From an optimization exercise on the open Yosys and OpenROAD flow, aimed at small area; shortcuts taken in it are not production practice.
RTL that was checked went through simulation tests only; none was proved equivalent to the original.

## T
// btu
module btu (
    input  wire        clk,
    input  wire        rst,
    input  wire        req_valid,
    input  wire [4:0]  op,
    input  wire [31:0] a,
    input  wire [31:0] b,
    input  wire [31:0] c,
    output wire        resp_valid,
    output reg  [31:0] r
);
Size: ~1100 cells after synthesis, about 33 flip-flops.
==> flow/config.mk <==
export PLATFORM = sky130hd
export DESIGN_NAME = btu
export DESIGN_NICKNAME = btu
export VERILOG_FILES = /design/flow/design.v
export SDC_FILE = /design/flow/constraint.sdc
export NUM_CORES = 4
export LEC_CHECK = 0
export CAP_MARGIN = 20
export CORE_MARGIN = 2
export CORE_UTILIZATION = 40
export GPL_TIMING_DRIVEN = 0
export SLEW_MARGIN = 20
==> flow/constraint.sdc <==
create_clock -name core_clock -period 12.0 [get_ports {clk}]
set_input_delay 2.4000 -clock core_clock [delete_from_list [all_inputs] [get_ports {clk}]]
set_output_delay 2.4000 -clock core_clock [all_outputs]
set_load 0.01 [all_outputs]
standard.sh (not shown) runs the stock make flow with config.mk's settings and CLKGATE_MAP_FILE= SYNTH_SCRIPT=/design/flow/synth_recipe.tcl, a recipe that flattens the netlist after the stock synthesis.
==> flow/flow/run.sh <==
#!/bin/bash
set -euo pipefail
W=$(pwd)
{
  echo 'proc abc {args} {'
  echo '  set i [lsearch $args -script]'
  echo "  if {\$i >= 0} { lset args [expr {\$i + 1}] $W/flow/area.abc }"
  echo '  yosys abc {*}$args'
  echo '}'
  echo "source $W/synth_recipe.tcl"
} > "$W/synth_area.tcl"
mk=$(grep '^make ' standard.sh)
mk_synth=$(printf '%s' "$mk" | sed -e "s#SYNTH_SCRIPT=[^ ]*#SYNTH_SCRIPT=$W/synth_area.tcl#" -e 's#"${@:-finish}"#synth#')
echo "$mk_synth" > synth_cmd.txt
eval "$mk_synth" > synth.log 2>&1
bash standard.sh "BUFFER_PORTS_ARGS=-buffer_cell sky130_fd_sc_hd__buf_1" finish > layout.log 2>&1
==> flow/flow/area.abc <==
strash
dc2
balance; rewrite; refactor; balance; rewrite; rewrite -z; balance; refactor -z; rewrite -z; balance
&get -n
&dch -f
&nf -a -p
&put
topo
T finished end to end and its layout was clean on timing, DRC and antenna.
## Diff of input files: Q against T
--- a/flow/design.v
+++ b/flow/design.v
@@ -1,8 +1,23 @@
+module btu_pfx_or (
+    input  wire [31:0] v,
+    output reg  [31:0] o
+);
+    integer l, k;
+    always @(*) begin
+        o = v;
+        for (l = 1; l < 32; l = l * 2)
+            for (k = 2 * l - 1; k < 32; k = k + 2 * l)
+                o[k] = o[k] | o[k - l];
+        for (l = 8; l >= 1; l = l / 2)
+            for (k = 3 * l - 1; k < 32; k = k + 2 * l)
+                o[k] = o[k] | o[k - l];
+    end
+endmodule
 module btu (
     input  wire        clk,
     input  wire        rst,
     input  wire        req_valid,
     input  wire [4:0]  op,
     input  wire [31:0] a,
     input  wire [31:0] b,
     input  wire [31:0] c,
@@ -30,46 +45,33 @@
     wire op_prevpow2 = ~o4 & (ol == 4'hB);
     wire op_parity   = ~o4 & (ol == 4'hC);
     wire op_bitrev   = ~o4 & (ol == 4'hD);
     wire op_ilv2     = ~o4 & (ol == 4'hE);
     wire op_dilv2    = ~o4 & (ol == 4'hF);
     wire op_ilv3     =  o4 & (op[1:0] == 2'd0);
     wire op_dilv3    =  o4 & (op[1:0] == 2'd1);
     wire op_nextcomb =  o4 & op[1];
-    function [31:0] pfx_or;
-        input [31:0] v;
-        reg   [31:0] t;
-        integer l, k;
-        begin
-            t = v;
-            for (l = 1; l < 32; l = l * 2)
-                for (k = 2 * l - 1; k < 32; k = k + 2 * l)
-                    t[k] = t[k] | t[k - l];
-            for (l = 8; l >= 1; l = l / 2)
-                for (k = 3 * l - 1; k < 32; k = k + 2 * l)
-                    t[k] = t[k] | t[k - l];
-            pfx_or = t;
-        end
-    endfunction
     function [31:0] rev;
         input [31:0] v;
         integer k;
         for (k = 0; k < 32; k = k + 1) rev[k] = v[31 - k];
     endfunction
-    wire [31:0] P = pfx_or(a);
-    wire [31:0] F = rev(pfx_or(rev(a)));
-    wire [31:0] G = ~pfx_or(~a & {P[30:0], 1'b0});
+    wire [31:0] P, Fr, K;
+    btu_pfx_or u_p (.v(a), .o(P));
+    btu_pfx_or u_f (.v(rev(a)), .o(Fr));
+    wire [31:0] F = rev(Fr);
+    btu_pfx_or u_g (.v(~a & {P[30:0], 1'b0}), .o(K));
+    wire [31:0] G = ~K;
     wire        nz  = P[31];
     wire [31:0] Pm  = {P[30:0], 1'b0};
     wire [31:0] pp2 = F & ~{1'b0, F[31:1]};      
     reg [31:0] x;
     always @(*) begin
         if (op_ctz)                x = ~P;
-        else if (op_log2)          x = {1'b0, F[31:1]};
         else if (op_nextcomb)      x = G & Pm;
         else                       x = a;
     end
     wire [9:0] s0, c0;
     genvar gi;
     generate
         for (gi = 0; gi < 10; gi = gi + 1) begin : w1
             assign {c0[gi], s0[gi]} = fa(x[3*gi], x[3*gi+1], x[3*gi+2]);
@@ -102,16 +104,22 @@
     wire u1, e1, u2, e2;
     assign {e1, u1} = fa(u0[0], u0[1], w4[6]);
     assign {e2, u2} = fa(u1, w4[7], 1'b0);
     wire v0, f0, v1, f1;
     assign {f0, v0} = fa(e0[0], e0[1], e1);
     assign {f1, v1} = fa(v0, e2, 1'b0);
     wire [5:0] pc = {f0 & f1, f0 ^ f1, v1, u2, t2, s3};
     wire ispow2 = (pc == 6'd1);
+    reg [4:0] log2_v;
+    always @(*) begin
+        log2_v = 5'd0;
+        for (i = 0; i < 32; i = i + 1)
+            if (pp2[i]) log2_v = log2_v | i[4:0];
+    end
     function ge_const;           
         input [31:0] av;
         input [31:0] kv;
         input integer top;
         integer j;
         reg g;
         begin
             g = 1'b1;
@@ -174,17 +182,18 @@
     end
     wire minmax = op_min | op_max;
     wire ka = op_bcompl | op_abs | (minmax & ~pick_b) | (op_nextpow2 & ispow2);
     wire m1 = op_bcompl | (op_sign & a[31]);
     wire m2 = op_abs & a[31];
     wire [31:0] xm = {{31{m1}}, op_bcompl | (op_sign & nz)} | ({32{m2}} & Pm);
     wire [31:0] xa = (a & {32{ka}}) ^ xm;
     wire [5:0] sml =
-          ({6{op_log2 | op_popcnt | op_ctz}} & pc)
+          ({6{op_popcnt | op_ctz}} & pc)
+        | ({6{op_log2}}   & {1'b0, log2_v})
         | ({6{op_parity}} & {5'd0, pc[0]})
         | ({6{op_ispow2}} & {5'd0, ispow2})
         | ({6{op_log10}}  & {2'd0, log10_v});
     wire [31:0] result =
           xa
         | ({32{minmax & pick_b}} & b)
         | {26'd0, sml}
         | ({32{op_nextpow2 & ~ispow2}} & {pp2[30:0], ~nz})
Findings:
Q ended with less first-pass iteration count of the detailed router than T.
Number of multi-input combinational cells in the layout shrinks by a few percent when moving from T to Q.
For highest achievable clock rate, T and Q come out practically identical.
Taking T as the reference, in Q initial core utilization decreased by 0.23 points relative to the old numbers; setup slack at placement increased by 780 ps relative to the old numbers.
Share of the core filled with cells in the final layout: Q lower than T
Compare Q and T | complex-gate fraction of the synthesized area lower: T
Compare Q and T | time the worst path needs with I/O delays and setup higher: Q
Compared with T, Q shows non-clock buffer instance count of the final layout lower by about 3.6%.
Only the layout flow was run in T; the RTL was not checked for function there.

## re-timing with driven ports
No port has a modelled driver above. Below, the same layouts with a new extraction and two added sets of constraints.
Step 1 assumes that a clkbuf_16 drives the clock port and a buf_2 every other input.
Step 2 times the ports against the registers' clock, not the clock port: input delays grow and output delays shrink by t, the midpoint of the rising clock arrivals with the driver on.
Three values: ideal, step 1, step 2; two values: the first two.
| run | t (ns) | setup slack, ns | worst setup path after step 2 | clock arrival spread, ns |
|---|---|---|---|---|
| T | 0.344 | 0.422 / 0.442 / 0.098 | input to register | 0.010 / 0.010 |
| Q | 0.333 | 0.390 / 0.410 / 0.077 | input to register | 0.006 / 0.006 |
After both steps setup and hold are still met in every run listed. For T, which loses most, drivers alone change the setup slack by +0.020 ns; drivers and shift together by -0.324 ns.
